This design comes from an exercise in tuning for small area, a short achievable clock period and few clock cycles per item on the open sky130 flow, not from production work. Only simulation tests tie the RTL to the original design; equivalence was not proved. No activity file was given, so power comes from the tool's default toggle rates.

build 9:
// kx_recover
module kx_recover (
    input  wire        clk,
    input  wire        rst,
    input  wire        hdr_we,
    input  wire [5:0]  hdr_addr,
    input  wire [7:0]  hdr_wdata,
    input  wire        start,
    input  wire [6:0]  cfg_hdr_len,
    input  wire [19:0] cfg_ct_len,
    output wire        busy,
    input  wire        in_valid,
    output wire        in_ready,
    input  wire [31:0] in_data,
    output reg         out_valid,
    output reg  [31:0] out_data,
    output reg  [2:0]  out_count,
    output wire        done,
    output wire [3:0]  res_code,
    input  wire [5:0]  ks_addr,
    output wire [7:0]  ks_data
);
Size in the first run: roughly 3,600 cells after synthesis, roughly 1,200 flip-flops, roughly 140 I/O pins, roughly 50,000 um2 of cells after synthesis.
clock: 10.0 ns
lec_check: 0
cap_margin: 20
core_margin: 2
core_utilization: 45
place_density: 0.6
setup_slack_margin: 4
slew_margin: 20
tns_end_percent: 10
run.sh (not shown) runs the stock make flow with config.mk's settings and CLKGATE_MAP_FILE= SYNTH_SCRIPT=/design/flow/synth_recipe.tcl, a recipe that flattens the netlist after the stock synthesis.
Build 9 ran to completion and came out clean on the timing, design-rule and antenna checks.
Testbench counts of build 9, summed over its fixed seeds: cycles 31,315, bytes 123,176.
Modified inputs, build 60 compared to build 9
# build 9
export LEC_CHECK = 0
export CAP_MARGIN = 20
export CORE_MARGIN = 2
export CORE_UTILIZATION = 45
export PLACE_DENSITY = 0.6
export SETUP_SLACK_MARGIN = 4
export SLEW_MARGIN = 20
export TNS_END_PERCENT = 10
create_clock -name core_clock -period 10.0 [get_ports {clk}]
# build 60
export LEC_CHECK = 0
export CAP_MARGIN = 20
export CORE_MARGIN = 2
export CORE_UTILIZATION = 60
export PLACE_DENSITY = 0.72
export SETUP_SLACK_MARGIN = 4
export SLEW_MARGIN = 20
export TNS_END_PERCENT = 10
create_clock -name core_clock -period 10.0 [get_ports {clk}]
==> flow/flow/run.sh (new file) <==
#!/bin/bash
# The standard layout, with two changes: ports are buffered with buf_2 cells,
# and clock tree synthesis inserts no dummy loads. The make output goes to
# flow_make.log in this folder; each step's own log is under orfs/logs.
set -euo pipefail
bash standard.sh \
  "BUFFER_PORTS_ARGS=-buffer_cell sky130_fd_sc_hd__buf_2" \
  "CTS_ARGS=-sink_clustering_enable -repair_clock_nets -sink_clustering_size 24 -sink_clustering_max_diameter 60 -buf_list sky130_fd_sc_hd__clkbuf_16 -dont_use_dummy_load" \
  finish > flow_make.log 2>&1
==> flow/standard.sh (new file) <==
#!/bin/bash
# synth_recipe.tcl (not shown) runs the flow's synth.tcl, then flattens the netlist and writes it again
# the make line also repeats each setting of config.mk as NAME=value (left out here)
make -C /OpenROAD-flow-scripts/flow DESIGN_CONFIG=/design/flow/config.mk WORK_HOME=/design/flow/orfs CLKGATE_MAP_FILE= SYNTH_SCRIPT=/design/flow/synth_recipe.tcl "${@:-finish}"
removed: flow/run.sh
Cells: build 60 has fewer instances than build 9. The setup slack of build 60 is larger than that of build 9. Diff build 9 and build 60: length of routed met2 wiring lower in build 60. Comparing build 9 and build 60, share of total power in the clock network is lower on build 60. ks_data[6] as the end point of the critical path was reported by build 9, and ks_data[1] by build 60. Relative slew slack was higher in the run labelled build 9. The number of logic stages on the critical path including buffering in build 60 sits 2 below the value recorded for build 9. Starting utilization of the core area for build 60 is higher than for build 9. Measured against build 9, the internal power component of build 60 comes out at 0.880 times the reference value.
Edits applied to the flow inputs when going from build 60 to build 86:
# build 60
export LEC_CHECK = 0
export CAP_MARGIN = 20
export CORE_MARGIN = 2
export CORE_UTILIZATION = 60
export PLACE_DENSITY = 0.72
export SETUP_SLACK_MARGIN = 4
export SLEW_MARGIN = 20
export TNS_END_PERCENT = 10
create_clock -name core_clock -period 10.0 [get_ports {clk}]
# build 86
export LEC_CHECK = 0
export CAP_MARGIN = 20
export CORE_MARGIN = 2
export CORE_UTILIZATION = 45
export CTS_BUF_LIST = sky130_fd_sc_hd__clkbuf_16
export CTS_CLUSTER_DIAMETER = 60
export CTS_CLUSTER_SIZE = 24
export PLACE_DENSITY = 0.6
export SETUP_SLACK_MARGIN = 4
export SLEW_MARGIN = 20
export TNS_END_PERCENT = 10
create_clock -name core_clock -period 10.0 [get_ports {clk}]
==> flow/run.sh (new file) <==
#!/bin/bash
# synth_recipe.tcl (not shown) runs the flow's synth.tcl, then flattens the netlist and writes it again
# the make line also repeats each setting of config.mk as NAME=value (left out here)
make -C /OpenROAD-flow-scripts/flow DESIGN_CONFIG=/design/flow/config.mk WORK_HOME=/design/flow/orfs CLKGATE_MAP_FILE= SYNTH_SCRIPT=/design/flow/synth_recipe.tcl finish
removed: flow/flow/run.sh
removed: flow/standard.sh
[summary]
Taking build 60 as the reference point, the clock period minus worst slack of build 86 rises by 27 ps.
Build 86 against build 60; detail-routed via count per cell is down by more than 10%.
Of build 86 and build 60, build 86 shows the higher count of clock-buffer cells in the layout, with build 60 below it.
Sequential fraction of design power is higher on build 60
In the reports for build 86 and build 60, the larger clock network power share belongs to build 86.
Combined global-route utilization of all metal layers, build 86 and build 60: smaller value in build 86
Changes observed in build 86 relative to build 60: post-route cell area moved up; first-iteration DRC count moved down.
Modified inputs, build 97 compared to build 86
==> flow/flow/run.sh (new file) <==
#!/bin/bash
# The standard layout, with two changes: ports are buffered with buf_2 cells,
# and clock tree synthesis inserts no dummy loads. The make output goes to
# flow_make.log in this folder; each step's own log is under orfs/logs.
set -euo pipefail
bash standard.sh \
  "BUFFER_PORTS_ARGS=-buffer_cell sky130_fd_sc_hd__buf_2" \
  "CTS_ARGS=-sink_clustering_enable -repair_clock_nets -sink_clustering_size 24 -sink_clustering_max_diameter 60 -buf_list sky130_fd_sc_hd__clkbuf_16 -dont_use_dummy_load" \
  finish > flow_make.log 2>&1
==> flow/standard.sh (new file) <==
#!/bin/bash
# synth_recipe.tcl (not shown) runs the flow's synth.tcl, then flattens the netlist and writes it again
# the make line also repeats each setting of config.mk as NAME=value (left out here)
make -C /OpenROAD-flow-scripts/flow DESIGN_CONFIG=/design/flow/config.mk WORK_HOME=/design/flow/orfs CLKGATE_MAP_FILE= SYNTH_SCRIPT=/design/flow/synth_recipe.tcl "${@:-finish}"
removed: flow/run.sh
==> comparison <==
Going from build 86 to build 97, the buffer count from post-CTS setup fixing was found to have gone down by 53.
Build 97 improves on build 86 in wire length of the first global-routing pass.
Buffer count excluding the clock tree in the final layout delta for build 97 relative to build 86: 16% lower
Total vias in the final route for build 97 is lower than for build 86.
Compared with build 86, build 97 shows buffering overhead lower by 1.7 points.
Per the comparison of build 97 with build 86, count of flip-flops with a built-in enable after synthesis roughly the same, number of buffers created by CTS higher, clock distribution power shows a reduction of 16%, worst setup slack lost 120 ps, final setup skew increased by 71 ps relative to the old numbers.

## static timing again, ports no longer ideal
The flow's constraints put no driver on any port. The routed layouts listed below were extracted and timed again, unchanged, in two steps. Step 1 sets driving cells, clkbuf_16 on the clock port and buf_2 on the other inputs (assumed; they add their load-dependent delay and slew). Step 2 moves the port delays by t, midway between the first and last clock arrival at a register: inputs arrive t later, outputs are due t later. That takes back most of the time a late clock gives input paths. Slacks: ideal / step 1 / step 2; pairs: ideal / step 1.
| run | shift t [ns] | setup WS [ns] | clock arrival spread, ns | cell pins on the clock port's net |
|---|---|---|---|---|
| build 9 | 0.796 | 3.255 / 3.206 / 3.206 | 0.070 / 0.070 | 1 |
| build 60 | 0.707 | 3.258 / 3.128 / 3.128 | 0.098 / 0.098 | 1 |
| build 86 | 0.781 | 3.231 / 3.136 / 3.136 | 0.050 / 0.050 | 1 |
| build 97 | 0.749 | 3.110 / 3.067 / 3.067 | 0.121 / 0.120 | 1 |
After both steps setup and hold are still met in every run listed. For build 60, which loses most, drivers alone change the setup slack by -0.130 ns; drivers and shift together by -0.130 ns.
